Context: an optimization exercise on an open-source flow, tuned for small area, a short achievable clock period and few clock cycles. The choices shown serve that exercise and are no tape-out recipe. Only simulation tests tie the RTL to the original design; equivalence was not proved.

## flow/design.v (module list and top-level ports; edited modules follow where they fit)
// module rg_div: 90 lines
// module rot_geom: 901 lines
module rot_geom (
    input  wire        clk,
    input  wire        rst,         
    input  wire        start,
    input  wire        op,          
    input  wire [15:0] w,
    input  wire [15:0] h,
    input  wire [15:0] sin_q,       
    input  wire [15:0] cos_q,       
    output wire        busy,
    output wire        done,
    output wire [7:0]  errcode,
    output wire [31:0] res_a,       
    output wire [31:0] res_b        
);
  // ...
==> flow/flow/run.sh <==
#!/bin/bash
# The standard layout, with
#  - repair_timing aiming at a shorter period than the clock (setup margin),
#    repairing only the worst endpoints so that the area stays small;
set -o pipefail
bash standard.sh SETUP_SLACK_MARGIN=9.3 TNS_END_PERCENT=10 \
    "BUFFER_PORTS_ARGS=-buffer_cell sky130_fd_sc_hd__buf_4" finish > std_flow.log 2>&1
==> flow/standard.sh <==
#!/bin/bash
# synth_recipe.tcl (not shown) runs the flow's synth.tcl, then flattens the netlist and writes it again
# the make line also repeats each setting of config.mk as NAME=value (left out here)
make -C /OpenROAD-flow-scripts/flow DESIGN_CONFIG=/design/flow/config.mk WORK_HOME=/design/flow/orfs CLKGATE_MAP_FILE= SYNTH_SCRIPT=/design/flow/synth_recipe.tcl "${@:-finish}"
==> flow/config.mk <==
export PLATFORM = sky130hd
export DESIGN_NAME = rot_geom
export DESIGN_NICKNAME = rot_geom
export VERILOG_FILES = /design/flow/design.v
export SDC_FILE = /design/flow/constraint.sdc
export NUM_CORES = 4
export LEC_CHECK = 0
export CAP_MARGIN = 40
export CORE_MARGIN = 2
export CORE_UTILIZATION = 40
export PLACE_DENSITY = 0.6
export SLEW_MARGIN = 30
==> flow/constraint.sdc <==
create_clock -name core_clock -period 13.0 [get_ports {clk}]
set_input_delay 2.6000 -clock core_clock [delete_from_list [all_inputs] [get_ports {clk}]]
set_output_delay 2.6000 -clock core_clock [all_outputs]
set_load 0.01 [all_outputs]
==> impl_metrics.env, run 1 <==
export IMPL_inverters=473
export IMPL_synthArstFlopShare_pct=0
export IMPL_initial_utilization_pct=40.34
export IMPL_ys_top_cells_by_area="dfxtp_1, ha_1, edfxtp_1"
export IMPL_drive_gt1_share_pct=16.36
export IMPL_setup_ws_ps=8599
export IMPL_cts_sinks=501
export IMPL_cp_cell_sequence="ha_4, fa_2, a211o_1, a2111oi_4, o21ai_4, a21o_4, a31oi_4, a21oi_4, a221oi_2, mux2i_1, a221oi_2, o311a_4, a31oi_2, mux2_1"
export IMPL_top_area_cell_class="multi-input combinational cells"
export IMPL_outcome="timing/DRC/antenna clean"
export IMPL_synthCells=6345
export IMPL_syn_to_final_growth_pct=18.62
export IMPL_tap_cells=1662
export IMPL_worstSetupPathDepth=14
export IMPL_synth_most_common_cell="nand2_1"
export IMPL_rows=131
export IMPL_gp_congestion=1.040
export IMPL_yosys_mux_area_fraction_pct=5.493
export IMPL_ys_top_cells_by_count="nand2_1, nor2_1, a21oi_1"
export IMPL_grt_use_met1_pct=42.07
export IMPL_grt_busiest_layer="met2"
export IMPL_tightest_slew_ps=981.5
export IMPL_place_hpwl_mm=170.1
export IMPL_grt_usage_pct=33.54
export IMPL_synth_xor_area_share_pct=6.709
export IMPL_fillers=12440
Testbench counts, summed over its fixed seeds: cycles 20,186.
==> module rot_geom, before the edit <==
module rot_geom (
    input  wire        clk,
    input  wire        rst,         
    input  wire        start,
    input  wire        op,          
    input  wire [15:0] w,
    input  wire [15:0] h,
    input  wire [15:0] sin_q,       
    input  wire [15:0] cos_q,       
    output wire        busy,
    output wire        done,
    output wire [7:0]  errcode,
    output wire [31:0] res_a,       
    output wire [31:0] res_b        
);
    localparam [1:0] ST_IDLE = 2'd0, ST_MAC = 2'd1, ST_DIV = 2'd2, ST_DONE = 2'd3;
    reg [1:0]  st;
    reg [3:0]  ph;
    reg        op_q, err;
    reg [15:0] w_q, h_q, s_q, c_q;
    reg        wge, cgs, ceqs;        
    reg        amb;                   
    reg        thin2;                 
    reg        f15;
    reg        goA, goB;
    reg [1:0]  st_nx;
    reg        busy_o, done_o;        
    wire       busy_i  = (st == ST_MAC) || (st == ST_DIV);
    assign busy    = busy_o;
    assign done    = done_o;
    assign errcode = err ? 8'h32 : 8'h00;
    wire accept = start && !busy_i;
    wire start_fin = (w == 16'd0) || (h == 16'd0) || (op && sin_q == 16'd0 && cos_q == 16'd0);
    wire [15:0] L  = wge ? w_q : h_q;
    wire [15:0] Sh = wge ? h_q : w_q;
    wire [31:0] QA, QB;
    wire [30:0] RA, RB, DA, DB;
    wire        negA, negB, actA, actB, lastA, lastB;
    localparam [2:0] A_S = 3'd0, A_C = 3'd1, A_W = 3'd2, A_H = 3'd3, A_ZH = 3'd4, A_ZL = 3'd5;
    localparam [1:0] B_C = 2'd0, B_S = 2'd1, B_L = 2'd2;
    localparam [2:0] AD_0 = 3'd0, AD_RA = 3'd1, AD_RB = 3'd2, AD_D = 3'd3, AD_E = 3'd4, AD_SH = 3'd5;
    localparam [1:0] M_ADD = 2'd0, M_SUB = 2'd1, M_RSUB = 2'd2;    
    localparam [2:0] DS_QA = 3'd0, DS_QB = 3'd1, DS_RA = 3'd2, DS_RB = 3'd3, DS_D = 3'd4,
                     DS_QAS = 3'd5, DS_QBS = 3'd6, DS_AMB = 3'd7;
    wire [1:0] m_sub = cgs ? M_SUB : M_RSUB;
    reg        n_v;
    reg [2:0]  n_a, n_ad, n_ds;
    reg [1:0]  n_b, n_m;
    wire [3:0] nph = ph + 4'd1;
    always @* begin
        n_v = 1'b0; n_a = A_S; n_b = B_C; n_ad = AD_0; n_m = M_ADD; n_ds = DS_QA;
        if (!op_q) begin
            case (nph)
                4'd1: begin n_v = 1'b1; n_a = A_W; n_b = B_S; n_ds = DS_RB; end
                4'd2: begin n_v = 1'b1; n_a = A_H; n_b = B_S; n_ad = AD_RA; n_ds = DS_QAS; end
                4'd3: begin n_v = 1'b1; n_a = A_H; n_b = B_C; n_ad = AD_RB; n_ds = DS_QBS; end
                default: ;
            endcase
        end else begin
            case (nph)
                4'd1: begin n_v = 1'b1; n_a = A_C;  n_b = B_C; n_ds = DS_D; end
                4'd2: begin n_v = 1'b1; n_a = A_ZH; n_b = B_L; n_ad = AD_SH; n_m = M_SUB; n_ds = DS_QB; end
                4'd3: begin n_v = 1'b1; n_a = A_S;  n_b = B_S; n_ad = AD_D;  n_m = m_sub; n_ds = DS_D; end
                4'd4: begin n_v = 1'b1; n_a = A_W;  n_b = B_C; n_ds = DS_RA; end
                4'd5: begin n_v = 1'b1; n_a = A_H;  n_b = B_C; n_ds = DS_RB; end
                4'd6: begin n_v = 1'b1; n_a = A_H;  n_b = B_S; n_ad = AD_RA; n_m = m_sub; n_ds = DS_RA; end
                4'd7: begin n_v = 1'b1; n_a = A_W;  n_b = B_S; n_ad = AD_RB; n_m = m_sub; n_ds = DS_RB; end
                4'd8: begin n_v = amb;  n_a = A_ZL; n_b = B_L; n_ad = AD_E;  n_m = M_SUB; n_ds = DS_AMB; end
                default: ;
            endcase
        end
    end
    wire [33:0] X;
    reg [15:0] mA, mB;
    reg        p1_v;
    reg [2:0]  p1_ad, p1_ds;
    reg [1:0]  p1_m;
    reg [15:0] na_v, nb_v;
    always @* begin
        case (n_a)
            A_S:  na_v = s_q;
            A_C:  na_v = c_q;
            A_W:  na_v = w_q;
            A_H:  na_v = h_q;
            A_ZH: na_v = X[30:15];
            default: na_v = {1'b0, QA[14:0]};
        endcase
        case (n_b)
            B_C: nb_v = c_q;
            B_S: nb_v = s_q;
            default: nb_v = L;
        endcase
    end
    reg [31:0] addend;
    always @* begin
        case (p1_ad)
            AD_RA: addend = {1'b0, RA};
            AD_RB: addend = {1'b0, RB};
            AD_D:  addend = {1'b0, DA};
            AD_E:  addend = {QB[16:0], 15'd0};
            AD_SH: addend = {2'b00, Sh, 14'd0};
            default: addend = 32'd0;
        endcase
    end
    wire        p1_inv = (p1_m != M_ADD);
    wire [15:0] mul_a = mA;
    wire [15:0] mul_b = mB;
    wire [33:0] mul_add = {2'b00, addend} ^ {34{p1_inv}};
    wire        mul_cin = (p1_m == M_RSUB);
    wire [33:0] mul_s, mul_c;
    wire [255:0] pp;
    genvar gi, gj;
    generate for (gi = 0; gi < 16; gi = gi + 1) begin : g_pp
      for (gj = 0; gj < 16; gj = gj + 1) begin : g_ppj
        assign pp[gi*16+gj] = mul_a[gj] & mul_b[gi];
      end
    end endgenerate
    wire hs1 = pp[12] ^ pp[27];
    wire hc2 = pp[12] & pp[27];
    wire fs3 = pp[13] ^ pp[28] ^ pp[43];
    wire fc4 = (pp[13] & pp[28]) | (pp[13] & pp[43]) | (pp[28] & pp[43]);
    wire hs5 = pp[58] ^ pp[73];
    wire hc6 = pp[58] & pp[73];
    wire fs7 = pp[14] ^ pp[29] ^ pp[44];
    wire fc8 = (pp[14] & pp[29]) | (pp[14] & pp[44]) | (pp[29] & pp[44]);
    wire fs9 = pp[59] ^ pp[74] ^ pp[89];
    wire fc10 = (pp[59] & pp[74]) | (pp[59] & pp[89]) | (pp[74] & pp[89]);
    wire hs11 = pp[104] ^ pp[119];
    wire hc12 = pp[104] & pp[119];
    wire fs13 = pp[15] ^ pp[30] ^ pp[45];
    wire fc14 = (pp[15] & pp[30]) | (pp[15] & pp[45]) | (pp[30] & pp[45]);
    wire fs15 = pp[60] ^ pp[75] ^ pp[90];
    wire fc16 = (pp[60] & pp[75]) | (pp[60] & pp[90]) | (pp[75] & pp[90]);
    wire fs17 = pp[105] ^ pp[120] ^ pp[135];
    wire fc18 = (pp[105] & pp[120]) | (pp[105] & pp[135]) | (pp[120] & pp[135]);
    wire hs19 = pp[150] ^ pp[165];
    wire hc20 = pp[150] & pp[165];
    wire fs21 = pp[31] ^ pp[46] ^ pp[61];
    wire fc22 = (pp[31] & pp[46]) | (pp[31] & pp[61]) | (pp[46] & pp[61]);
    wire fs23 = pp[76] ^ pp[91] ^ pp[106];
    wire fc24 = (pp[76] & pp[91]) | (pp[76] & pp[106]) | (pp[91] & pp[106]);
    wire fs25 = pp[121] ^ pp[136] ^ pp[151];
    wire fc26 = (pp[121] & pp[136]) | (pp[121] & pp[151]) | (pp[136] & pp[151]);
    wire hs27 = pp[166] ^ pp[181];
    wire hc28 = pp[166] & pp[181];
    wire fs29 = pp[47] ^ pp[62] ^ pp[77];
    wire fc30 = (pp[47] & pp[62]) | (pp[47] & pp[77]) | (pp[62] & pp[77]);
    wire fs31 = pp[92] ^ pp[107] ^ pp[122];
    wire fc32 = (pp[92] & pp[107]) | (pp[92] & pp[122]) | (pp[107] & pp[122]);
    wire fs33 = pp[137] ^ pp[152] ^ pp[167];
    wire fc34 = (pp[137] & pp[152]) | (pp[137] & pp[167]) | (pp[152] & pp[167]);
    wire fs35 = pp[63] ^ pp[78] ^ pp[93];
    wire fc36 = (pp[63] & pp[78]) | (pp[63] & pp[93]) | (pp[78] & pp[93]);
    wire fs37 = pp[108] ^ pp[123] ^ pp[138];
    wire fc38 = (pp[108] & pp[123]) | (pp[108] & pp[138]) | (pp[123] & pp[138]);
    wire fs39 = pp[79] ^ pp[94] ^ pp[109];
    wire fc40 = (pp[79] & pp[94]) | (pp[79] & pp[109]) | (pp[94] & pp[109]);
    wire hs41 = pp[8] ^ pp[23];
    wire hc42 = pp[8] & pp[23];
    wire fs43 = pp[9] ^ pp[24] ^ pp[39];
    wire fc44 = (pp[9] & pp[24]) | (pp[9] & pp[39]) | (pp[24] & pp[39]);
    wire hs45 = pp[54] ^ pp[69];
    wire hc46 = pp[54] & pp[69];
    wire fs47 = pp[10] ^ pp[25] ^ pp[40];
    wire fc48 = (pp[10] & pp[25]) | (pp[10] & pp[40]) | (pp[25] & pp[40]);
    wire fs49 = pp[55] ^ pp[70] ^ pp[85];
    wire fc50 = (pp[55] & pp[70]) | (pp[55] & pp[85]) | (pp[70] & pp[85]);
    wire hs51 = pp[100] ^ pp[115];
    wire hc52 = pp[100] & pp[115];
    wire fs53 = pp[11] ^ pp[26] ^ pp[41];
    wire fc54 = (pp[11] & pp[26]) | (pp[11] & pp[41]) | (pp[26] & pp[41]);
    wire fs55 = pp[56] ^ pp[71] ^ pp[86];
    wire fc56 = (pp[56] & pp[71]) | (pp[56] & pp[86]) | (pp[71] & pp[86]);
    wire fs57 = pp[101] ^ pp[116] ^ pp[131];
    wire fc58 = (pp[101] & pp[116]) | (pp[101] & pp[131]) | (pp[116] & pp[131]);
    wire hs59 = pp[146] ^ pp[161];
    wire hc60 = pp[146] & pp[161];
    wire fs61 = hs1 ^ pp[42] ^ pp[57];
    wire fc62 = (hs1 & pp[42]) | (hs1 & pp[57]) | (pp[42] & pp[57]);
    wire fs63 = pp[72] ^ pp[87] ^ pp[102];
    wire fc64 = (pp[72] & pp[87]) | (pp[72] & pp[102]) | (pp[87] & pp[102]);
    wire fs65 = pp[117] ^ pp[132] ^ pp[147];
    wire fc66 = (pp[117] & pp[132]) | (pp[117] & pp[147]) | (pp[132] & pp[147]);
    wire fs67 = pp[162] ^ pp[177] ^ pp[192];
    wire fc68 = (pp[162] & pp[177]) | (pp[162] & pp[192]) | (pp[177] & pp[192]);
    wire fs69 = hc2 ^ fs3 ^ hs5;
    wire fc70 = (hc2 & fs3) | (hc2 & hs5) | (fs3 & hs5);
    wire fs71 = pp[88] ^ pp[103] ^ pp[118];
    wire fc72 = (pp[88] & pp[103]) | (pp[88] & pp[118]) | (pp[103] & pp[118]);
    wire fs73 = pp[133] ^ pp[148] ^ pp[163];
    wire fc74 = (pp[133] & pp[148]) | (pp[133] & pp[163]) | (pp[148] & pp[163]);
    wire fs75 = pp[178] ^ pp[193] ^ pp[208];
    wire fc76 = (pp[178] & pp[193]) | (pp[178] & pp[208]) | (pp[193] & pp[208]);
    wire fs77 = fc4 ^ hc6 ^ fs7;
    wire fc78 = (fc4 & hc6) | (fc4 & fs7) | (hc6 & fs7);
    wire fs79 = fs9 ^ hs11 ^ pp[134];
    wire fc80 = (fs9 & hs11) | (fs9 & pp[134]) | (hs11 & pp[134]);
    wire fs81 = pp[149] ^ pp[164] ^ pp[179];
    wire fc82 = (pp[149] & pp[164]) | (pp[149] & pp[179]) | (pp[164] & pp[179]);
    wire fs83 = pp[194] ^ pp[209] ^ pp[224];
    wire fc84 = (pp[194] & pp[209]) | (pp[194] & pp[224]) | (pp[209] & pp[224]);
    wire fs85 = fc8 ^ fc10 ^ hc12;
    wire fc86 = (fc8 & fc10) | (fc8 & hc12) | (fc10 & hc12);
    wire fs87 = fs13 ^ fs15 ^ fs17;
    wire fc88 = (fs13 & fs15) | (fs13 & fs17) | (fs15 & fs17);
    wire fs89 = hs19 ^ pp[180] ^ pp[195];
    wire fc90 = (hs19 & pp[180]) | (hs19 & pp[195]) | (pp[180] & pp[195]);
    wire fs91 = pp[210] ^ pp[225] ^ pp[240];
    wire fc92 = (pp[210] & pp[225]) | (pp[210] & pp[240]) | (pp[225] & pp[240]);
    wire fs93 = fc14 ^ fc16 ^ fc18;
    wire fc94 = (fc14 & fc16) | (fc14 & fc18) | (fc16 & fc18);
    wire fs95 = hc20 ^ fs21 ^ fs23;
    wire fc96 = (hc20 & fs21) | (hc20 & fs23) | (fs21 & fs23);
    wire fs97 = fs25 ^ hs27 ^ pp[196];
    wire fc98 = (fs25 & hs27) | (fs25 & pp[196]) | (hs27 & pp[196]);
    wire fs99 = pp[211] ^ pp[226] ^ pp[241];
    wire fc100 = (pp[211] & pp[226]) | (pp[211] & pp[241]) | (pp[226] & pp[241]);
    wire fs101 = fc22 ^ fc24 ^ fc26;
    wire fc102 = (fc22 & fc24) | (fc22 & fc26) | (fc24 & fc26);
    wire fs103 = hc28 ^ fs29 ^ fs31;
    wire fc104 = (hc28 & fs29) | (hc28 & fs31) | (fs29 & fs31);
    wire fs105 = fs33 ^ pp[182] ^ pp[197];
    wire fc106 = (fs33 & pp[182]) | (fs33 & pp[197]) | (pp[182] & pp[197]);
    wire fs107 = pp[212] ^ pp[227] ^ pp[242];
    wire fc108 = (pp[212] & pp[227]) | (pp[212] & pp[242]) | (pp[227] & pp[242]);
    wire fs109 = fc30 ^ fc32 ^ fc34;
    wire fc110 = (fc30 & fc32) | (fc30 & fc34) | (fc32 & fc34);
    wire fs111 = fs35 ^ fs37 ^ pp[153];
    wire fc112 = (fs35 & fs37) | (fs35 & pp[153]) | (fs37 & pp[153]);
    wire fs113 = pp[168] ^ pp[183] ^ pp[198];
    wire fc114 = (pp[168] & pp[183]) | (pp[168] & pp[198]) | (pp[183] & pp[198]);
    wire fs115 = pp[213] ^ pp[228] ^ pp[243];
    wire fc116 = (pp[213] & pp[228]) | (pp[213] & pp[243]) | (pp[228] & pp[243]);
    wire fs117 = fc36 ^ fc38 ^ fs39;
    wire fc118 = (fc36 & fc38) | (fc36 & fs39) | (fc38 & fs39);
    wire fs119 = pp[124] ^ pp[139] ^ pp[154];
    wire fc120 = (pp[124] & pp[139]) | (pp[124] & pp[154]) | (pp[139] & pp[154]);
    wire fs121 = pp[169] ^ pp[184] ^ pp[199];
    wire fc122 = (pp[169] & pp[184]) | (pp[169] & pp[199]) | (pp[184] & pp[199]);
    wire fs123 = pp[214] ^ pp[229] ^ pp[244];
    wire fc124 = (pp[214] & pp[229]) | (pp[214] & pp[244]) | (pp[229] & pp[244]);
    wire fs125 = fc40 ^ pp[95] ^ pp[110];
    wire fc126 = (fc40 & pp[95]) | (fc40 & pp[110]) | (pp[95] & pp[110]);
    wire fs127 = pp[125] ^ pp[140] ^ pp[155];
    wire fc128 = (pp[125] & pp[140]) | (pp[125] & pp[155]) | (pp[140] & pp[155]);
    wire fs129 = pp[170] ^ pp[185] ^ pp[200];
    wire fc130 = (pp[170] & pp[185]) | (pp[170] & pp[200]) | (pp[185] & pp[200]);
    wire fs131 = pp[215] ^ pp[230] ^ pp[245];
    wire fc132 = (pp[215] & pp[230]) | (pp[215] & pp[245]) | (pp[230] & pp[245]);
    wire fs133 = pp[111] ^ pp[126] ^ pp[141];
    wire fc134 = (pp[111] & pp[126]) | (pp[111] & pp[141]) | (pp[126] & pp[141]);
    wire fs135 = pp[156] ^ pp[171] ^ pp[186];
    wire fc136 = (pp[156] & pp[171]) | (pp[156] & pp[186]) | (pp[171] & pp[186]);
    wire fs137 = pp[201] ^ pp[216] ^ pp[231];
    wire fc138 = (pp[201] & pp[216]) | (pp[201] & pp[231]) | (pp[216] & pp[231]);
    wire fs139 = pp[127] ^ pp[142] ^ pp[157];
    wire fc140 = (pp[127] & pp[142]) | (pp[127] & pp[157]) | (pp[142] & pp[157]);
    wire fs141 = pp[172] ^ pp[187] ^ pp[202];
    wire fc142 = (pp[172] & pp[187]) | (pp[172] & pp[202]) | (pp[187] & pp[202]);
    wire fs143 = pp[143] ^ pp[158] ^ pp[173];
    wire fc144 = (pp[143] & pp[158]) | (pp[143] & pp[173]) | (pp[158] & pp[173]);
    wire hs145 = pp[5] ^ pp[20];
    wire hc146 = pp[5] & pp[20];
    wire fs147 = pp[6] ^ pp[21] ^ pp[36];
    wire fc148 = (pp[6] & pp[21]) | (pp[6] & pp[36]) | (pp[21] & pp[36]);
    wire hs149 = pp[51] ^ pp[66];
    wire hc150 = pp[51] & pp[66];
    wire fs151 = pp[7] ^ pp[22] ^ pp[37];
    wire fc152 = (pp[7] & pp[22]) | (pp[7] & pp[37]) | (pp[22] & pp[37]);
    wire fs153 = pp[52] ^ pp[67] ^ pp[82];
    wire fc154 = (pp[52] & pp[67]) | (pp[52] & pp[82]) | (pp[67] & pp[82]);
    wire hs155 = pp[97] ^ pp[112];
    wire hc156 = pp[97] & pp[112];
    wire fs157 = hs41 ^ pp[38] ^ pp[53];
    wire fc158 = (hs41 & pp[38]) | (hs41 & pp[53]) | (pp[38] & pp[53]);
    wire fs159 = pp[68] ^ pp[83] ^ pp[98];
    wire fc160 = (pp[68] & pp[83]) | (pp[68] & pp[98]) | (pp[83] & pp[98]);
    wire fs161 = pp[113] ^ pp[128] ^ mul_add[8];
    wire fc162 = (pp[113] & pp[128]) | (pp[113] & mul_add[8]) | (pp[128] & mul_add[8]);
    wire fs163 = hc42 ^ fs43 ^ hs45;
    wire fc164 = (hc42 & fs43) | (hc42 & hs45) | (fs43 & hs45);
    wire fs165 = pp[84] ^ pp[99] ^ pp[114];
    wire fc166 = (pp[84] & pp[99]) | (pp[84] & pp[114]) | (pp[99] & pp[114]);
    wire fs167 = pp[129] ^ pp[144] ^ mul_add[9];
    wire fc168 = (pp[129] & pp[144]) | (pp[129] & mul_add[9]) | (pp[144] & mul_add[9]);
    wire fs169 = fc44 ^ hc46 ^ fs47;
    wire fc170 = (fc44 & hc46) | (fc44 & fs47) | (hc46 & fs47);
    wire fs171 = fs49 ^ hs51 ^ pp[130];
    wire fc172 = (fs49 & hs51) | (fs49 & pp[130]) | (hs51 & pp[130]);
    wire fs173 = pp[145] ^ pp[160] ^ mul_add[10];
    wire fc174 = (pp[145] & pp[160]) | (pp[145] & mul_add[10]) | (pp[160] & mul_add[10]);
    wire fs175 = fc48 ^ fc50 ^ hc52;
    wire fc176 = (fc48 & fc50) | (fc48 & hc52) | (fc50 & hc52);
    wire fs177 = fs53 ^ fs55 ^ fs57;
    wire fc178 = (fs53 & fs55) | (fs53 & fs57) | (fs55 & fs57);
    wire fs179 = hs59 ^ pp[176] ^ mul_add[11];
    wire fc180 = (hs59 & pp[176]) | (hs59 & mul_add[11]) | (pp[176] & mul_add[11]);
    wire fs181 = fc54 ^ fc56 ^ fc58;
    wire fc182 = (fc54 & fc56) | (fc54 & fc58) | (fc56 & fc58);
    wire fs183 = hc60 ^ fs61 ^ fs63;
    wire fc184 = (hc60 & fs61) | (hc60 & fs63) | (fs61 & fs63);
    wire fs185 = fs65 ^ fs67 ^ mul_add[12];
    wire fc186 = (fs65 & fs67) | (fs65 & mul_add[12]) | (fs67 & mul_add[12]);
    wire fs187 = fc62 ^ fc64 ^ fc66;
    wire fc188 = (fc62 & fc64) | (fc62 & fc66) | (fc64 & fc66);
    wire fs189 = fc68 ^ fs69 ^ fs71;
    wire fc190 = (fc68 & fs69) | (fc68 & fs71) | (fs69 & fs71);
    wire fs191 = fs73 ^ fs75 ^ mul_add[13];
    wire fc192 = (fs73 & fs75) | (fs73 & mul_add[13]) | (fs75 & mul_add[13]);
    wire fs193 = fc70 ^ fc72 ^ fc74;
    wire fc194 = (fc70 & fc72) | (fc70 & fc74) | (fc72 & fc74);
    wire fs195 = fc76 ^ fs77 ^ fs79;
    wire fc196 = (fc76 & fs77) | (fc76 & fs79) | (fs77 & fs79);
    wire fs197 = fs81 ^ fs83 ^ mul_add[14];
    wire fc198 = (fs81 & fs83) | (fs81 & mul_add[14]) | (fs83 & mul_add[14]);
    wire fs199 = fc78 ^ fc80 ^ fc82;
    wire fc200 = (fc78 & fc80) | (fc78 & fc82) | (fc80 & fc82);
    wire fs201 = fc84 ^ fs85 ^ fs87;
    wire fc202 = (fc84 & fs85) | (fc84 & fs87) | (fs85 & fs87);
    wire fs203 = fs89 ^ fs91 ^ mul_add[15];
    wire fc204 = (fs89 & fs91) | (fs89 & mul_add[15]) | (fs91 & mul_add[15]);
    wire fs205 = fc86 ^ fc88 ^ fc90;
    wire fc206 = (fc86 & fc88) | (fc86 & fc90) | (fc88 & fc90);
    wire fs207 = fc92 ^ fs93 ^ fs95;
    wire fc208 = (fc92 & fs93) | (fc92 & fs95) | (fs93 & fs95);
    wire fs209 = fs97 ^ fs99 ^ mul_add[16];
    wire fc210 = (fs97 & fs99) | (fs97 & mul_add[16]) | (fs99 & mul_add[16]);
    wire fs211 = fc94 ^ fc96 ^ fc98;
    wire fc212 = (fc94 & fc96) | (fc94 & fc98) | (fc96 & fc98);
    wire fs213 = fc100 ^ fs101 ^ fs103;
    wire fc214 = (fc100 & fs101) | (fc100 & fs103) | (fs101 & fs103);
    wire fs215 = fs105 ^ fs107 ^ mul_add[17];
    wire fc216 = (fs105 & fs107) | (fs105 & mul_add[17]) | (fs107 & mul_add[17]);
    wire fs217 = fc102 ^ fc104 ^ fc106;
    wire fc218 = (fc102 & fc104) | (fc102 & fc106) | (fc104 & fc106);
    wire fs219 = fc108 ^ fs109 ^ fs111;
    wire fc220 = (fc108 & fs109) | (fc108 & fs111) | (fs109 & fs111);
    wire fs221 = fs113 ^ fs115 ^ mul_add[18];
    wire fc222 = (fs113 & fs115) | (fs113 & mul_add[18]) | (fs115 & mul_add[18]);
    wire fs223 = fc110 ^ fc112 ^ fc114;
    wire fc224 = (fc110 & fc112) | (fc110 & fc114) | (fc112 & fc114);
    wire fs225 = fc116 ^ fs117 ^ fs119;
    wire fc226 = (fc116 & fs117) | (fc116 & fs119) | (fs117 & fs119);
    wire fs227 = fs121 ^ fs123 ^ mul_add[19];
    wire fc228 = (fs121 & fs123) | (fs121 & mul_add[19]) | (fs123 & mul_add[19]);
    wire fs229 = fc118 ^ fc120 ^ fc122;
    wire fc230 = (fc118 & fc120) | (fc118 & fc122) | (fc120 & fc122);
    wire fs231 = fc124 ^ fs125 ^ fs127;
    wire fc232 = (fc124 & fs125) | (fc124 & fs127) | (fs125 & fs127);
    wire fs233 = fs129 ^ fs131 ^ mul_add[20];
    wire fc234 = (fs129 & fs131) | (fs129 & mul_add[20]) | (fs131 & mul_add[20]);
    wire fs235 = fc126 ^ fc128 ^ fc130;
    wire fc236 = (fc126 & fc128) | (fc126 & fc130) | (fc128 & fc130);
    wire fs237 = fc132 ^ fs133 ^ fs135;
    wire fc238 = (fc132 & fs133) | (fc132 & fs135) | (fs133 & fs135);
    wire fs239 = fs137 ^ pp[246] ^ mul_add[21];
    wire fc240 = (fs137 & pp[246]) | (fs137 & mul_add[21]) | (pp[246] & mul_add[21]);
    wire fs241 = fc134 ^ fc136 ^ fc138;
    wire fc242 = (fc134 & fc136) | (fc134 & fc138) | (fc136 & fc138);
    wire fs243 = fs139 ^ fs141 ^ pp[217];
    wire fc244 = (fs139 & fs141) | (fs139 & pp[217]) | (fs141 & pp[217]);
    wire fs245 = pp[232] ^ pp[247] ^ mul_add[22];
    wire fc246 = (pp[232] & pp[247]) | (pp[232] & mul_add[22]) | (pp[247] & mul_add[22]);
    wire fs247 = fc140 ^ fc142 ^ fs143;
    wire fc248 = (fc140 & fc142) | (fc140 & fs143) | (fc142 & fs143);
    wire fs249 = pp[188] ^ pp[203] ^ pp[218];
    wire fc250 = (pp[188] & pp[203]) | (pp[188] & pp[218]) | (pp[203] & pp[218]);
    wire fs251 = pp[233] ^ pp[248] ^ mul_add[23];
    wire fc252 = (pp[233] & pp[248]) | (pp[233] & mul_add[23]) | (pp[248] & mul_add[23]);
    wire fs253 = fc144 ^ pp[159] ^ pp[174];
    wire fc254 = (fc144 & pp[159]) | (fc144 & pp[174]) | (pp[159] & pp[174]);
    wire fs255 = pp[189] ^ pp[204] ^ pp[219];
    wire fc256 = (pp[189] & pp[204]) | (pp[189] & pp[219]) | (pp[204] & pp[219]);
    wire fs257 = pp[234] ^ pp[249] ^ mul_add[24];
    wire fc258 = (pp[234] & pp[249]) | (pp[234] & mul_add[24]) | (pp[249] & mul_add[24]);
    wire fs259 = pp[175] ^ pp[190] ^ pp[205];
    wire fc260 = (pp[175] & pp[190]) | (pp[175] & pp[205]) | (pp[190] & pp[205]);
    wire fs261 = pp[220] ^ pp[235] ^ pp[250];
    wire fc262 = (pp[220] & pp[235]) | (pp[220] & pp[250]) | (pp[235] & pp[250]);
    wire fs263 = pp[191] ^ pp[206] ^ pp[221];
    wire fc264 = (pp[191] & pp[206]) | (pp[191] & pp[221]) | (pp[206] & pp[221]);
    wire hs265 = pp[3] ^ pp[18];
    wire hc266 = pp[3] & pp[18];
    wire fs267 = pp[4] ^ pp[19] ^ pp[34];
    wire fc268 = (pp[4] & pp[19]) | (pp[4] & pp[34]) | (pp[19] & pp[34]);
    wire hs269 = pp[49] ^ pp[64];
    wire hc270 = pp[49] & pp[64];
    wire fs271 = hs145 ^ pp[35] ^ pp[50];
    wire fc272 = (hs145 & pp[35]) | (hs145 & pp[50]) | (pp[35] & pp[50]);
    wire fs273 = pp[65] ^ pp[80] ^ mul_add[5];
    wire fc274 = (pp[65] & pp[80]) | (pp[65] & mul_add[5]) | (pp[80] & mul_add[5]);
    wire fs275 = hc146 ^ fs147 ^ hs149;
    wire fc276 = (hc146 & fs147) | (hc146 & hs149) | (fs147 & hs149);
    wire fs277 = pp[81] ^ pp[96] ^ mul_add[6];
    wire fc278 = (pp[81] & pp[96]) | (pp[81] & mul_add[6]) | (pp[96] & mul_add[6]);
    wire fs279 = fc148 ^ hc150 ^ fs151;
    wire fc280 = (fc148 & hc150) | (fc148 & fs151) | (hc150 & fs151);
    wire fs281 = fs153 ^ hs155 ^ mul_add[7];
    wire fc282 = (fs153 & hs155) | (fs153 & mul_add[7]) | (hs155 & mul_add[7]);
    wire fs283 = fc152 ^ fc154 ^ hc156;
    wire fc284 = (fc152 & fc154) | (fc152 & hc156) | (fc154 & hc156);
    wire fs285 = fs157 ^ fs159 ^ fs161;
    wire fc286 = (fs157 & fs159) | (fs157 & fs161) | (fs159 & fs161);
    wire fs287 = fc158 ^ fc160 ^ fc162;
    wire fc288 = (fc158 & fc160) | (fc158 & fc162) | (fc160 & fc162);
    wire fs289 = fs163 ^ fs165 ^ fs167;
    wire fc290 = (fs163 & fs165) | (fs163 & fs167) | (fs165 & fs167);
    wire fs291 = fc164 ^ fc166 ^ fc168;
    wire fc292 = (fc164 & fc166) | (fc164 & fc168) | (fc166 & fc168);
    wire fs293 = fs169 ^ fs171 ^ fs173;
    wire fc294 = (fs169 & fs171) | (fs169 & fs173) | (fs171 & fs173);
    wire fs295 = fc170 ^ fc172 ^ fc174;
    wire fc296 = (fc170 & fc172) | (fc170 & fc174) | (fc172 & fc174);
    wire fs297 = fs175 ^ fs177 ^ fs179;
    wire fc298 = (fs175 & fs177) | (fs175 & fs179) | (fs177 & fs179);
    wire fs299 = fc176 ^ fc178 ^ fc180;
    wire fc300 = (fc176 & fc178) | (fc176 & fc180) | (fc178 & fc180);
    wire fs301 = fs181 ^ fs183 ^ fs185;
    wire fc302 = (fs181 & fs183) | (fs181 & fs185) | (fs183 & fs185);
    wire fs303 = fc182 ^ fc184 ^ fc186;
    wire fc304 = (fc182 & fc184) | (fc182 & fc186) | (fc184 & fc186);
    wire fs305 = fs187 ^ fs189 ^ fs191;
    wire fc306 = (fs187 & fs189) | (fs187 & fs191) | (fs189 & fs191);
    wire fs307 = fc188 ^ fc190 ^ fc192;
    wire fc308 = (fc188 & fc190) | (fc188 & fc192) | (fc190 & fc192);
    wire fs309 = fs193 ^ fs195 ^ fs197;
    wire fc310 = (fs193 & fs195) | (fs193 & fs197) | (fs195 & fs197);
    wire fs311 = fc194 ^ fc196 ^ fc198;
    wire fc312 = (fc194 & fc196) | (fc194 & fc198) | (fc196 & fc198);
    wire fs313 = fs199 ^ fs201 ^ fs203;
    wire fc314 = (fs199 & fs201) | (fs199 & fs203) | (fs201 & fs203);
    wire fs315 = fc200 ^ fc202 ^ fc204;
    wire fc316 = (fc200 & fc202) | (fc200 & fc204) | (fc202 & fc204);
    wire fs317 = fs205 ^ fs207 ^ fs209;
    wire fc318 = (fs205 & fs207) | (fs205 & fs209) | (fs207 & fs209);
    wire fs319 = fc206 ^ fc208 ^ fc210;
    wire fc320 = (fc206 & fc208) | (fc206 & fc210) | (fc208 & fc210);
    wire fs321 = fs211 ^ fs213 ^ fs215;
    wire fc322 = (fs211 & fs213) | (fs211 & fs215) | (fs213 & fs215);
    wire fs323 = fc212 ^ fc214 ^ fc216;
    wire fc324 = (fc212 & fc214) | (fc212 & fc216) | (fc214 & fc216);
    wire fs325 = fs217 ^ fs219 ^ fs221;
    wire fc326 = (fs217 & fs219) | (fs217 & fs221) | (fs219 & fs221);
    wire fs327 = fc218 ^ fc220 ^ fc222;
    wire fc328 = (fc218 & fc220) | (fc218 & fc222) | (fc220 & fc222);
    wire fs329 = fs223 ^ fs225 ^ fs227;
    wire fc330 = (fs223 & fs225) | (fs223 & fs227) | (fs225 & fs227);
    wire fs331 = fc224 ^ fc226 ^ fc228;
    wire fc332 = (fc224 & fc226) | (fc224 & fc228) | (fc226 & fc228);
    wire fs333 = fs229 ^ fs231 ^ fs233;
    wire fc334 = (fs229 & fs231) | (fs229 & fs233) | (fs231 & fs233);
    wire fs335 = fc230 ^ fc232 ^ fc234;
    wire fc336 = (fc230 & fc232) | (fc230 & fc234) | (fc232 & fc234);
    wire fs337 = fs235 ^ fs237 ^ fs239;
    wire fc338 = (fs235 & fs237) | (fs235 & fs239) | (fs237 & fs239);
    wire fs339 = fc236 ^ fc238 ^ fc240;
    wire fc340 = (fc236 & fc238) | (fc236 & fc240) | (fc238 & fc240);
    wire fs341 = fs241 ^ fs243 ^ fs245;
    wire fc342 = (fs241 & fs243) | (fs241 & fs245) | (fs243 & fs245);
    wire fs343 = fc242 ^ fc244 ^ fc246;
    wire fc344 = (fc242 & fc244) | (fc242 & fc246) | (fc244 & fc246);
    wire fs345 = fs247 ^ fs249 ^ fs251;
    wire fc346 = (fs247 & fs249) | (fs247 & fs251) | (fs249 & fs251);
    wire fs347 = fc248 ^ fc250 ^ fc252;
    wire fc348 = (fc248 & fc250) | (fc248 & fc252) | (fc250 & fc252);
    wire fs349 = fs253 ^ fs255 ^ fs257;
    wire fc350 = (fs253 & fs255) | (fs253 & fs257) | (fs255 & fs257);
    wire fs351 = fc254 ^ fc256 ^ fc258;
    wire fc352 = (fc254 & fc256) | (fc254 & fc258) | (fc256 & fc258);
    wire fs353 = fs259 ^ fs261 ^ mul_add[25];
    wire fc354 = (fs259 & fs261) | (fs259 & mul_add[25]) | (fs261 & mul_add[25]);
    wire fs355 = fc260 ^ fc262 ^ fs263;
    wire fc356 = (fc260 & fc262) | (fc260 & fs263) | (fc262 & fs263);
    wire fs357 = pp[236] ^ pp[251] ^ mul_add[26];
    wire fc358 = (pp[236] & pp[251]) | (pp[236] & mul_add[26]) | (pp[251] & mul_add[26]);
    wire fs359 = fc264 ^ pp[207] ^ pp[222];
    wire fc360 = (fc264 & pp[207]) | (fc264 & pp[222]) | (pp[207] & pp[222]);
    wire fs361 = pp[237] ^ pp[252] ^ mul_add[27];
    wire fc362 = (pp[237] & pp[252]) | (pp[237] & mul_add[27]) | (pp[252] & mul_add[27]);
    wire fs363 = pp[223] ^ pp[238] ^ pp[253];
    wire fc364 = (pp[223] & pp[238]) | (pp[223] & pp[253]) | (pp[238] & pp[253]);
    wire hs365 = pp[2] ^ pp[17];
    wire hc366 = pp[2] & pp[17];
    wire fs367 = hs265 ^ pp[33] ^ pp[48];
    wire fc368 = (hs265 & pp[33]) | (hs265 & pp[48]) | (pp[33] & pp[48]);
    wire fs369 = hc266 ^ fs267 ^ hs269;
    wire fc370 = (hc266 & fs267) | (hc266 & hs269) | (fs267 & hs269);
    wire fs371 = fc268 ^ hc270 ^ fs271;
    wire fc372 = (fc268 & hc270) | (fc268 & fs271) | (hc270 & fs271);
    wire fs373 = fc272 ^ fc274 ^ fs275;
    wire fc374 = (fc272 & fc274) | (fc272 & fs275) | (fc274 & fs275);
    wire fs375 = fc276 ^ fc278 ^ fs279;
    wire fc376 = (fc276 & fc278) | (fc276 & fs279) | (fc278 & fs279);
    wire fs377 = fc280 ^ fc282 ^ fs283;
    wire fc378 = (fc280 & fc282) | (fc280 & fs283) | (fc282 & fs283);
    wire fs379 = fc284 ^ fc286 ^ fs287;
    wire fc380 = (fc284 & fc286) | (fc284 & fs287) | (fc286 & fs287);
    wire fs381 = fc288 ^ fc290 ^ fs291;
    wire fc382 = (fc288 & fc290) | (fc288 & fs291) | (fc290 & fs291);
    wire fs383 = fc292 ^ fc294 ^ fs295;
    wire fc384 = (fc292 & fc294) | (fc292 & fs295) | (fc294 & fs295);
    wire fs385 = fc296 ^ fc298 ^ fs299;
    wire fc386 = (fc296 & fc298) | (fc296 & fs299) | (fc298 & fs299);
    wire fs387 = fc300 ^ fc302 ^ fs303;
    wire fc388 = (fc300 & fc302) | (fc300 & fs303) | (fc302 & fs303);
    wire fs389 = fc304 ^ fc306 ^ fs307;
    wire fc390 = (fc304 & fc306) | (fc304 & fs307) | (fc306 & fs307);
    wire fs391 = fc308 ^ fc310 ^ fs311;
    wire fc392 = (fc308 & fc310) | (fc308 & fs311) | (fc310 & fs311);
    wire fs393 = fc312 ^ fc314 ^ fs315;
    wire fc394 = (fc312 & fc314) | (fc312 & fs315) | (fc314 & fs315);
    wire fs395 = fc316 ^ fc318 ^ fs319;
    wire fc396 = (fc316 & fc318) | (fc316 & fs319) | (fc318 & fs319);
    wire fs397 = fc320 ^ fc322 ^ fs323;
    wire fc398 = (fc320 & fc322) | (fc320 & fs323) | (fc322 & fs323);
    wire fs399 = fc324 ^ fc326 ^ fs327;
    wire fc400 = (fc324 & fc326) | (fc324 & fs327) | (fc326 & fs327);
    wire fs401 = fc328 ^ fc330 ^ fs331;
    wire fc402 = (fc328 & fc330) | (fc328 & fs331) | (fc330 & fs331);
    wire fs403 = fc332 ^ fc334 ^ fs335;
    wire fc404 = (fc332 & fc334) | (fc332 & fs335) | (fc334 & fs335);
    wire fs405 = fc336 ^ fc338 ^ fs339;
    wire fc406 = (fc336 & fc338) | (fc336 & fs339) | (fc338 & fs339);
    wire fs407 = fc340 ^ fc342 ^ fs343;
    wire fc408 = (fc340 & fc342) | (fc340 & fs343) | (fc342 & fs343);
    wire fs409 = fc344 ^ fc346 ^ fs347;
    wire fc410 = (fc344 & fc346) | (fc344 & fs347) | (fc346 & fs347);
    wire fs411 = fc348 ^ fc350 ^ fs351;
    wire fc412 = (fc348 & fc350) | (fc348 & fs351) | (fc350 & fs351);
    wire fs413 = fc352 ^ fc354 ^ fs355;
    wire fc414 = (fc352 & fc354) | (fc352 & fs355) | (fc354 & fs355);
    wire fs415 = fc356 ^ fc358 ^ fs359;
    wire fc416 = (fc356 & fc358) | (fc356 & fs359) | (fc358 & fs359);
    wire fs417 = fc360 ^ fc362 ^ fs363;
    wire fc418 = (fc360 & fc362) | (fc360 & fs363) | (fc362 & fs363);
    wire fs419 = fc364 ^ pp[239] ^ pp[254];
    wire fc420 = (fc364 & pp[239]) | (fc364 & pp[254]) | (pp[239] & pp[254]);
    wire hs421 = pp[0] ^ mul_add[0];
    wire hc422 = pp[0] & mul_add[0];
    wire fs423 = pp[1] ^ pp[16] ^ mul_add[1];
    wire fc424 = (pp[1] & pp[16]) | (pp[1] & mul_add[1]) | (pp[16] & mul_add[1]);
    wire fs425 = hs365 ^ pp[32] ^ mul_add[2];
    wire fc426 = (hs365 & pp[32]) | (hs365 & mul_add[2]) | (pp[32] & mul_add[2]);
    wire fs427 = hc366 ^ fs367 ^ mul_add[3];
    wire fc428 = (hc366 & fs367) | (hc366 & mul_add[3]) | (fs367 & mul_add[3]);
    wire fs429 = fc368 ^ fs369 ^ mul_add[4];
    wire fc430 = (fc368 & fs369) | (fc368 & mul_add[4]) | (fs369 & mul_add[4]);
    wire fs431 = fc370 ^ fs371 ^ fs273;
    wire fc432 = (fc370 & fs371) | (fc370 & fs273) | (fs371 & fs273);
    wire fs433 = fc372 ^ fs373 ^ fs277;
    wire fc434 = (fc372 & fs373) | (fc372 & fs277) | (fs373 & fs277);
    wire fs435 = fc374 ^ fs375 ^ fs281;
    wire fc436 = (fc374 & fs375) | (fc374 & fs281) | (fs375 & fs281);
    wire fs437 = fc376 ^ fs377 ^ fs285;
    wire fc438 = (fc376 & fs377) | (fc376 & fs285) | (fs377 & fs285);
    wire fs439 = fc378 ^ fs379 ^ fs289;
    wire fc440 = (fc378 & fs379) | (fc378 & fs289) | (fs379 & fs289);
    wire fs441 = fc380 ^ fs381 ^ fs293;
    wire fc442 = (fc380 & fs381) | (fc380 & fs293) | (fs381 & fs293);
    wire fs443 = fc382 ^ fs383 ^ fs297;
    wire fc444 = (fc382 & fs383) | (fc382 & fs297) | (fs383 & fs297);
    wire fs445 = fc384 ^ fs385 ^ fs301;
    wire fc446 = (fc384 & fs385) | (fc384 & fs301) | (fs385 & fs301);
    wire fs447 = fc386 ^ fs387 ^ fs305;
    wire fc448 = (fc386 & fs387) | (fc386 & fs305) | (fs387 & fs305);
    wire fs449 = fc388 ^ fs389 ^ fs309;
    wire fc450 = (fc388 & fs389) | (fc388 & fs309) | (fs389 & fs309);
    wire fs451 = fc390 ^ fs391 ^ fs313;
    wire fc452 = (fc390 & fs391) | (fc390 & fs313) | (fs391 & fs313);
    wire fs453 = fc392 ^ fs393 ^ fs317;
    wire fc454 = (fc392 & fs393) | (fc392 & fs317) | (fs393 & fs317);
    wire fs455 = fc394 ^ fs395 ^ fs321;
    wire fc456 = (fc394 & fs395) | (fc394 & fs321) | (fs395 & fs321);
    wire fs457 = fc396 ^ fs397 ^ fs325;
    wire fc458 = (fc396 & fs397) | (fc396 & fs325) | (fs397 & fs325);
    wire fs459 = fc398 ^ fs399 ^ fs329;
    wire fc460 = (fc398 & fs399) | (fc398 & fs329) | (fs399 & fs329);
    wire fs461 = fc400 ^ fs401 ^ fs333;
    wire fc462 = (fc400 & fs401) | (fc400 & fs333) | (fs401 & fs333);
    wire fs463 = fc402 ^ fs403 ^ fs337;
    wire fc464 = (fc402 & fs403) | (fc402 & fs337) | (fs403 & fs337);
    wire fs465 = fc404 ^ fs405 ^ fs341;
    wire fc466 = (fc404 & fs405) | (fc404 & fs341) | (fs405 & fs341);
    wire fs467 = fc406 ^ fs407 ^ fs345;
    wire fc468 = (fc406 & fs407) | (fc406 & fs345) | (fs407 & fs345);
    wire fs469 = fc408 ^ fs409 ^ fs349;
    wire fc470 = (fc408 & fs409) | (fc408 & fs349) | (fs409 & fs349);
    wire fs471 = fc410 ^ fs411 ^ fs353;
    wire fc472 = (fc410 & fs411) | (fc410 & fs353) | (fs411 & fs353);
    wire fs473 = fc412 ^ fs413 ^ fs357;
    wire fc474 = (fc412 & fs413) | (fc412 & fs357) | (fs413 & fs357);
    wire fs475 = fc414 ^ fs415 ^ fs361;
    wire fc476 = (fc414 & fs415) | (fc414 & fs361) | (fs415 & fs361);
    wire fs477 = fc416 ^ fs417 ^ mul_add[28];
    wire fc478 = (fc416 & fs417) | (fc416 & mul_add[28]) | (fs417 & mul_add[28]);
    wire fs479 = fc418 ^ fs419 ^ mul_add[29];
    wire fc480 = (fc418 & fs419) | (fc418 & mul_add[29]) | (fs419 & mul_add[29]);
    wire fs481 = fc420 ^ pp[255] ^ mul_add[30];
    wire fc482 = (fc420 & pp[255]) | (fc420 & mul_add[30]) | (pp[255] & mul_add[30]);
    assign mul_s[0] = hs421;
    assign mul_c[0] = mul_cin;
    assign mul_s[1] = hc422;
    assign mul_c[1] = fs423;
    assign mul_s[2] = fc424;
    assign mul_c[2] = fs425;
    assign mul_s[3] = fc426;
    assign mul_c[3] = fs427;
    assign mul_s[4] = fc428;
    assign mul_c[4] = fs429;
    assign mul_s[5] = fc430;
    assign mul_c[5] = fs431;
    assign mul_s[6] = fc432;
    assign mul_c[6] = fs433;
    assign mul_s[7] = fc434;
    assign mul_c[7] = fs435;
    assign mul_s[8] = fc436;
    assign mul_c[8] = fs437;
    assign mul_s[9] = fc438;
    assign mul_c[9] = fs439;
    assign mul_s[10] = fc440;
    assign mul_c[10] = fs441;
    assign mul_s[11] = fc442;
    assign mul_c[11] = fs443;
    assign mul_s[12] = fc444;
    assign mul_c[12] = fs445;
    assign mul_s[13] = fc446;
    assign mul_c[13] = fs447;
    assign mul_s[14] = fc448;
    assign mul_c[14] = fs449;
    assign mul_s[15] = fc450;
    assign mul_c[15] = fs451;
    assign mul_s[16] = fc452;
    assign mul_c[16] = fs453;
    assign mul_s[17] = fc454;
    assign mul_c[17] = fs455;
    assign mul_s[18] = fc456;
    assign mul_c[18] = fs457;
    assign mul_s[19] = fc458;
    assign mul_c[19] = fs459;
    assign mul_s[20] = fc460;
    assign mul_c[20] = fs461;
    assign mul_s[21] = fc462;
    assign mul_c[21] = fs463;
    assign mul_s[22] = fc464;
    assign mul_c[22] = fs465;
    assign mul_s[23] = fc466;
    assign mul_c[23] = fs467;
    assign mul_s[24] = fc468;
    assign mul_c[24] = fs469;
    assign mul_s[25] = fc470;
    assign mul_c[25] = fs471;
    assign mul_s[26] = fc472;
    assign mul_c[26] = fs473;
    assign mul_s[27] = fc474;
    assign mul_c[27] = fs475;
    assign mul_s[28] = fc476;
    assign mul_c[28] = fs477;
    assign mul_s[29] = fc478;
    assign mul_c[29] = fs479;
    assign mul_s[30] = fc480;
    assign mul_c[30] = fs481;
    assign mul_s[31] = fc482;
    assign mul_c[31] = mul_add[31];
    assign mul_s[32] = mul_add[32];
    assign mul_c[32] = 1'b0;
    assign mul_s[33] = mul_add[33];
    assign mul_c[33] = 1'b0;
    reg [33:0] ms, mc;
    reg        s2_v, s2_inv;
    reg [2:0]  s2_ds;
    assign X = (ms + mc) ^ {34{s2_inv}};
    wire        xneg = X[33];
    wire [30:0] xmag = X[30:0] ^ {31{xneg}};      
    wire wr_qa  = s2_v && (s2_ds == DS_QA  || s2_ds == DS_QAS);
    wire wr_qb  = s2_v && (s2_ds == DS_QB  || s2_ds == DS_QBS);
    wire wr_ra  = s2_v && (s2_ds == DS_RA);
    wire wr_rb  = s2_v && (s2_ds == DS_RB);
    wire wr_d   = s2_v && (s2_ds == DS_D);
    wire [31:0] qa_v = (s2_ds == DS_QAS) ? {14'd0, X[32:15]} : X[31:0];
    wire [31:0] qb_v = (s2_ds == DS_QBS) ? {14'd0, X[32:15]} : X[31:0];
    wire amb_thin = X[33] || (X[32:0] == 33'd0);    
    wire        e_le0    = X[33] || (X == 34'd0);
    wire        thin_now = ceqs || e_le0;
    wire        irect_mac = (st == ST_MAC) && op_q;
    wire        thin_ld0  = irect_mac && (ph == 4'd3) && thin_now;
    wire        thin_ld   = irect_mac && ((ph == 4'd3) || (ph == 4'd10 && thin2));
    wire [15:0] dA_thin = wge ? s_q : c_q;
    wire [15:0] dB_thin = wge ? c_q : s_q;
    function [4:0] bitlen31;
        input [30:0] x;
        reg [31:0] v;
        reg [15:0] a2;  reg [31:0] p2;      
        reg [7:0]  a4;  reg [15:0] p4;      
        reg [3:0]  a8;  reg [11:0] p8;      
        reg [1:0]  a16; reg [7:0]  p16;     
        integer i;
        begin
            v = {1'b0, x};
            for (i = 0; i < 16; i = i + 1) begin
                a2[i] = v[2*i+1] | v[2*i];
                p2[2*i +: 2] = {1'b0, v[2*i+1]};
            end
            for (i = 0; i < 8; i = i + 1) begin
                a4[i] = a2[2*i+1] | a2[2*i];
                p4[2*i +: 2] = a2[2*i+1] ? {1'b1, p2[4*i+2]} : {1'b0, p2[4*i]};
            end
            for (i = 0; i < 4; i = i + 1) begin
                a8[i] = a4[2*i+1] | a4[2*i];
                p8[3*i +: 3] = a4[2*i+1] ? {1'b1, p4[4*i+2 +: 2]} : {1'b0, p4[4*i +: 2]};
            end
            for (i = 0; i < 2; i = i + 1) begin
                a16[i] = a8[2*i+1] | a8[2*i];
                p16[4*i +: 4] = a8[2*i+1] ? {1'b1, p8[6*i+3 +: 3]} : {1'b0, p8[6*i +: 3]};
            end
            if (a16[1])      bitlen31 = {1'b1, p16[7:4]} + 5'd1;
            else if (a16[0]) bitlen31 = {1'b0, p16[3:0]} + 5'd1;
            else             bitlen31 = 5'd0;
        end
    endfunction
    function [4:0] bitlen16;
        input [15:0] x;
        bitlen16 = bitlen31({15'd0, x});
    endfunction
    function [4:0] tcalc;             
        input [4:0] bm, bd;
        input       f;
        reg   [6:0] x;
        begin
            x = {2'b00, bd} + {2'b11, ~bm} + (f ? 7'd127 : 7'd0);
            if (x[6])
                tcalc = 5'b10000;
            else if (x[4:0] > (f ? 5'd13 : 5'd12))
                tcalc = {1'b0, f ? 4'd13 : 4'd12};
            else
                tcalc = {1'b0, x[3:1], f};
        end
    endfunction
    reg  [4:0] bldN;                  
    reg  [4:0] tA, tB;                
    reg  [4:0] tA_thin, tB_thin, blSh, bldA, bldB;
    always @(posedge clk) begin
        blSh    <= bitlen16(Sh);
        bldA    <= bitlen16(dA_thin);
        bldB    <= bitlen16(dB_thin);
        tA_thin <= tcalc(blSh, bldA, 1'b0);
        tB_thin <= tcalc(blSh, bldB, 1'b0);
    end
    reg al_sel;           
    wire [30:0] al_m   = al_sel ? RB : RA;
    wire        al_neg = al_sel ? negB : negA;
    wire [4:0]  al_t   = al_sel ? tB : tA;
    wire        al_fb  = al_t[4];
    wire [3:0]  t      = al_t[3:0];
    wire [45:0] shx    = {al_m, {15{al_neg}}} << t;
    wire [30:0] al_r0  = shx[45:15];
    wire [3:0]  kb     = (f15 ? 4'd15 : 4'd14) - t;
    wire [2:0]  al_k0  = kb[3:1];
    wire clr_q = accept;
    wire kill  = rst || accept;
    rg_div u_da (
        .clk(clk),
        .ld_r(thin_ld || wr_ra), .ld_rv(thin_ld ? {15'd0, Sh} : xmag), .ld_neg(thin_ld ? 1'b0 : xneg),
        .ld_d(thin_ld || wr_d),  .ld_dv(thin_ld ? {15'd0, dA_thin} : X[30:0]),
        .ld_q(clr_q || wr_qa),   .ld_qv(clr_q ? 32'd0 : qa_v),
        .go(goA), .al_fb(al_fb), .al_m(al_m), .al_r0(al_r0), .al_k0(al_k0), .f15(f15), .kill(kill),
        .Q(QA), .R(RA), .D(DA), .neg(negA), .act(actA), .last(lastA)
    );
    rg_div u_db (
        .clk(clk),
        .ld_r(thin_ld || wr_rb), .ld_rv(thin_ld ? {15'd0, Sh} : xmag), .ld_neg(thin_ld ? 1'b0 : xneg),
        .ld_d(thin_ld || wr_d),  .ld_dv(thin_ld ? {15'd0, dB_thin} : X[30:0]),
        .ld_q(clr_q || wr_qb),   .ld_qv(clr_q ? 32'd0 : qb_v),
        .go(goB), .al_fb(al_fb), .al_m(al_m), .al_r0(al_r0), .al_k0(al_k0), .f15(f15), .kill(kill),
        .Q(QB), .R(RB), .D(DB), .neg(negB), .act(actB), .last(lastB)
    );
    assign res_a = QA;
    assign res_b = QB;
    wire div_fin = !goA && !goB && (!actA || lastA) && (!actB || lastB);
    always @(posedge clk) begin
        st_nx = st;
        wge  <= (w_q >= h_q);
        cgs  <= (c_q > s_q);
        ceqs <= (c_q == s_q);
        mA    <= na_v;
        mB    <= nb_v;
        p1_v  <= n_v && (st == ST_MAC) && !thin_ld0;
        p1_ad <= n_ad;
        p1_m  <= n_m;
        p1_ds <= n_ds;
        ms     <= mul_s;
        mc     <= mul_c;
        s2_v   <= p1_v && !thin_ld0;
        s2_inv <= (p1_m == M_SUB);
        s2_ds  <= p1_ds;
        goA <= 1'b0;
        goB <= 1'b0;
        if (!busy_i) begin
            op_q <= op;
            w_q  <= w;
            h_q  <= h;
            s_q  <= sin_q;
            c_q  <= cos_q;
            err  <= (w == 16'd0) || (h == 16'd0);
            mA    <= op ? sin_q : w;
            mB    <= cos_q;
            p1_ad <= AD_0;
            p1_m  <= M_ADD;
            p1_ds <= op ? DS_QA : DS_RA;
        end
        if (s2_v && s2_ds == DS_AMB) thin2 <= amb_thin;
        bldN <= bitlen31(DA);
        if (thin_ld) begin
            tA <= tA_thin;
            tB <= tB_thin;
        end else if (f15) begin
            tA <= tcalc(bitlen31(RA), bldN, 1'b1);
            tB <= tcalc(bitlen31(RB), bldN, 1'b1);
        end
        if (rst) begin
            st_nx   = ST_IDLE;
            p1_v <= 1'b0;
            s2_v <= 1'b0;
        end else begin
            case (st)
                ST_IDLE, ST_DONE: begin
                    st_nx = ST_IDLE;
                    ph   <= 4'd0;
                    p1_v <= 1'b0;
                    if (start) begin
                        if (start_fin) begin
                            st_nx   = ST_DONE;
                            p1_v <= 1'b0;
                        end else begin
                            st_nx   = ST_MAC;
                            p1_v <= 1'b1;
                        end
                    end
                end
                ST_MAC: begin
                    ph <= ph + 4'd1;
                    if (!op_q) begin
                        if (ph == 4'd4) st_nx = ST_DONE;
                    end else begin
                        if (ph == 4'd4) begin
                            amb <= !ceqs && !QB[31] && (QB != 32'd0) &&
                                   (QB[30:16] == 15'd0) && (QB[15:0] < L);
                        end
                        if (ph == 4'd3) begin
                            f15 <= !thin_now;
                            if (thin_now) begin
                                goA    <= 1'b1;
                                al_sel <= 1'b0;
                                st_nx     = ST_DIV;
                            end
                        end
                        if (ph == 4'd8 && !amb) begin
                            goA    <= 1'b1;
                            al_sel <= 1'b0;
                        end
                        if (ph == 4'd9 && !amb) begin
                            goB    <= 1'b1;
                            al_sel <= 1'b1;
                            st_nx     = ST_DIV;
                        end
                        if (ph == 4'd10 && amb) begin
                            f15    <= !thin2;
                            goA    <= 1'b1;
                            al_sel <= 1'b0;
                            st_nx     = ST_DIV;
                        end
                    end
                end
                ST_DIV: begin
                    if (goA && !actB) begin
                        goB    <= (al_sel == 1'b0) && !goB;
                        al_sel <= 1'b1;
                    end
                    if (div_fin) st_nx = ST_DONE;
                end
                default: st_nx = ST_IDLE;
            endcase
        end
        st     <= st_nx;
        if (rst) begin
            busy_o <= 1'b0;
            done_o <= 1'b0;
        end else if (!busy_i) begin
            busy_o <= start && !start_fin;
            done_o <= start && start_fin;
        end else if (st == ST_MAC && !op_q) begin
            busy_o <= (ph != 4'd4);
            done_o <= (ph == 4'd4);
        end else if (st == ST_DIV) begin
            busy_o <= !div_fin;
            done_o <= div_fin;
        end else begin
            busy_o <= 1'b1;
            done_o <= 1'b0;
        end
    end
endmodule
==> run 2: changes to the inputs <==
--- a/flow/design.v
+++ b/flow/design.v
@@ -769,7 +769,8 @@
     wire [31:0] qa_v = (s2_ds == DS_QAS) ? {14'd0, X[32:15]} : X[31:0];
     wire [31:0] qb_v = (s2_ds == DS_QBS) ? {14'd0, X[32:15]} : X[31:0];
     wire amb_thin = X[33] || (X[32:0] == 33'd0);    
-    wire        e_le0    = X[33] || (X == 34'd0);
+    wire [34:0] e_chk    = {ms, 1'b1} + {mc, 1'b1};
+    wire        e_le0    = !e_chk[34];
     wire        thin_now = ceqs || e_le0;
     wire        irect_mac = (st == ST_MAC) && op_q;
     wire        thin_ld0  = irect_mac && (ph == 4'd3) && thin_now;
==> run 2 against run 1 <==
Still clean. Largest cell class unchanged. Non-clock buffer count is 30 higher. Global-route usage is 2.9 points higher. Critical path depth is 13 lower. Worst hold slack better by 9.5 ps.
==> impl_metrics.env, run 2 <==
export IMPL_grt_usage_pct=36.41
export IMPL_dieArea_sq_um=134000
export IMPL_cts_sinks=501
export IMPL_initial_utilization_pct=40.39
export IMPL_grt_max_degree=71
export IMPL_clkSlewWorstSetupHoldPaths_ps=70
export IMPL_clk_latency_ps=760
export IMPL_max_stage_delay_ps=470
export IMPL_rsz0062_at_grt="true"
export IMPL_syn_area_sq_um=52430
export IMPL_startpoint_type="flop"
export IMPL_drcViolationCount=0
export IMPL_cp_end_kind="output port"
export IMPL_synthArstFlopShare_pct=0
export IMPL_postLayoutCellArea_sq_um=62550
export IMPL_hold_ws_ps=335.0
export IMPL_cp_startpoint="u_db.Q[15]"
export IMPL_cts_max_level=2
export IMPL_place_inst=8171
export IMPL_synthCells=6525
export IMPL_seq_area_frac_synth_pct=22.17
export IMPL_hold_class="reg -> reg"
export IMPL_syn_to_final_growth_pct=19.31
export IMPL_drive_gt1_share_pct=16.85
export IMPL_final_cell_mix="nand2_1, a21oi_1, nor2_1"
export IMPL_synth_most_common_cell="nand2_1"
export IMPL_period_share_pct=30.61
export IMPL_tns_ps=0
export IMPL_clk_path_buf_depth=3
export IMPL_drtIter0Drc=7799
export IMPL_vias=54220
export IMPL_cts_tree="done"
export IMPL_cts_root_buf="clkbuf_16"
export IMPL_place_area_sq_um=55540
export IMPL_max_freq_mhz=251.3
export IMPL_finalMaxSlewViolations=0
export IMPL_ys_flop_type="dfxtp_1"
export IMPL_finalHoldViolations=0
export IMPL_min_from="p1_ds[0]"
export IMPL_synth_edf_count=159
export IMPL_largest_reg_flops=33
export IMPL_gp_congestion=1.052
export IMPL_crit_arrival_ps=1380
export IMPL_place_hpwl_mm=188.5
export IMPL_nNetsFinal=7446
export IMPL_grt_pass1_wl_mm=360.5
export IMPL_stdcell_count=8553
export IMPL_critical_path_class="reg -> out"
export IMPL_outcome="timing/DRC/antenna clean"
export IMPL_grt_overflow=0
export IMPL_fillers=12750
export IMPL_dp_slack_ps=7563
export IMPL_critical_path_top_delay_family="flip-flops"
export IMPL_worstPathMaxFanout=2
export IMPL_drt_pass1_iterations=10
export IMPL_die_x_microns=366.0
export IMPL_cp_cell_sequence="buf_4"
export IMPL_synth_top_area_share_pct=13.06
export IMPL_cts_buffers=61
export IMPL_port_buffers=136
export IMPL_fin_skew_ps=73.80
export IMPL_layout_commonest_cell="nand2_1"
export IMPL_post_route_min_period_ps=3979
export IMPL_cap_viol_max_count=0
export IMPL_max_flop_register="ms"
export IMPL_totalWireLength_mm=256.0
export IMPL_cp_required_ps=10400
export IMPL_wire_per_inst_microns=29.94
export IMPL_grt_pass1_vias=50680
export IMPL_ys_top_cells_by_area="dfxtp_1, ha_1, edfxtp_1"
export IMPL_relSlewSlack_pct=32.24
export IMPL_antenna_found_initial=19
export IMPL_critPathBufInv=1
export IMPL_antenna_left=0
export IMPL_ys_top_cells_by_count="nand2_1, a21oi_1, nor2_1"
export IMPL_rows=132
export IMPL_detail_route_vias_per_cell=6.339
export IMPL_synth_top_area_cell="dfxtp_1"
export IMPL_avgSynthCellArea_sq_um=8.035
export IMPL_core_sq_um=129800
export IMPL_yosysWarnings=2
export IMPL_die_h_microns=366.0
export IMPL_tightest_slew_ps=1012
export IMPL_setup_viol=0
export IMPL_r2r_start="wge"
export IMPL_setup_ws_ps=9021
export IMPL_ios=142
export IMPL_ys_types=100
export IMPL_synth_seq_cells=501
export IMPL_cpMaxStageDelayCell="dfxtp_1"
[run 2: cell types whose count changed after synthesis, sizes merged, moves of 22 or more]
cell,previous run,this run
nor2,532,501
a22oi,63,34
mux2i,208,230
a211oi,82,106
inv,469,443
nand2,570,660
o21ai,483,433
a21oi,504,574
nand3,101,130
[run 2: worst paths after layout]
kind / end / slack (ps) / cells past startpoint
worst min-delay path: s2_ds[0] / 340 / 0
worst min register to register: s2_ds[0] / 340 / 0
worst max register to register: mc[20] / 9060 / 12
worst max-delay path: res_b[15] / 9020 / 1
[run 2: routing by layer]
metal	vias up	global-route usage, %	wire [microns]
met4	14	26.64	22890
met3	917	9.522	27870
met2	3426	53.59	106600
met1	26070	45.86	98550
li1	23790	-	-
met5	-	0	183
[run 2: repair_timing]
item,CTS,global route
setup buffers,118,105
setup endpoints to repair,304,258
hold buffers,0,0
resized for setup,369,245
endpoints found under the hold margin,0,0
pin swaps,20,96
cloned,8,10
[run 2: cell families after synthesis]
group / share of synthesized area (%)
buffers and inverters: 6.117
AOI/OAI and AO/OA: 23.24
other: 0.007153
xor gates and xnor gates: 6.723
muxes: 5.616
and+or+nand+nor: 17.62
adders and majority gates: 18.51
DFF: 22.17
[run 2: final cells by class]
cell class,count,area [sq um],area share [%]
clock inverter,31,420.4,0.6721
clock buffer,85,1785,2.854
tap,1742,2180,3.485
multi-input combinational,5196,39330,62.88
sequential,501,11950,19.10
inverter,447,1708,2.730
timing repair buffer,537,5145,8.225
antenna,14,35.03,0.05601
[run 2: metrics by stage]
stage / util, %
4_1_cts: 46.42
5_1_grt: 48.16
3_3_place_gp: 42.54
2_1_floorplan: -
3_5_place_dp: 42.78
6_report: 48.18
Testbench counts of run 2, summed over its fixed seeds: cycles 20,186.

[separate check: timing with driven ports]
The results above use ideal ports. As a check the final layouts listed here were re-extracted and re-timed, cells and wires unchanged.
Step 1 (the two cells are an assumption about what drives the block):
set clk [get_ports {clk}]
set_driving_cell -lib_cell sky130_fd_sc_hd__clkbuf_16 $clk
set_driving_cell -lib_cell sky130_fd_sc_hd__buf_2 [delete_from_list [all_inputs] $clk]
Step 2 times the ports against the registers' clock, not the clock port: input delays grow and output delays shrink by t, the midpoint of the rising clock arrivals with the driver on.
Slacks: ideal ports / drivers / drivers and shift; pairs: ideal ports / drivers.
run	t (ns)	setup WS [ns]	hold WS [ns]	latest minus earliest clock arrival (ns)
run 1	0.748	8.599 / 8.598 / 8.006	0.326 / 0.326 / 0.326	0.039 / 0.038
run 2	0.801	9.021 / 8.944 / 8.364	0.335 / 0.335 / 0.335	0.075 / 0.075
After both steps setup and hold are still met in every run listed. The setup slack of run 2, which loses most, moves by -0.077 ns with the drivers and by -0.657 ns with both steps.
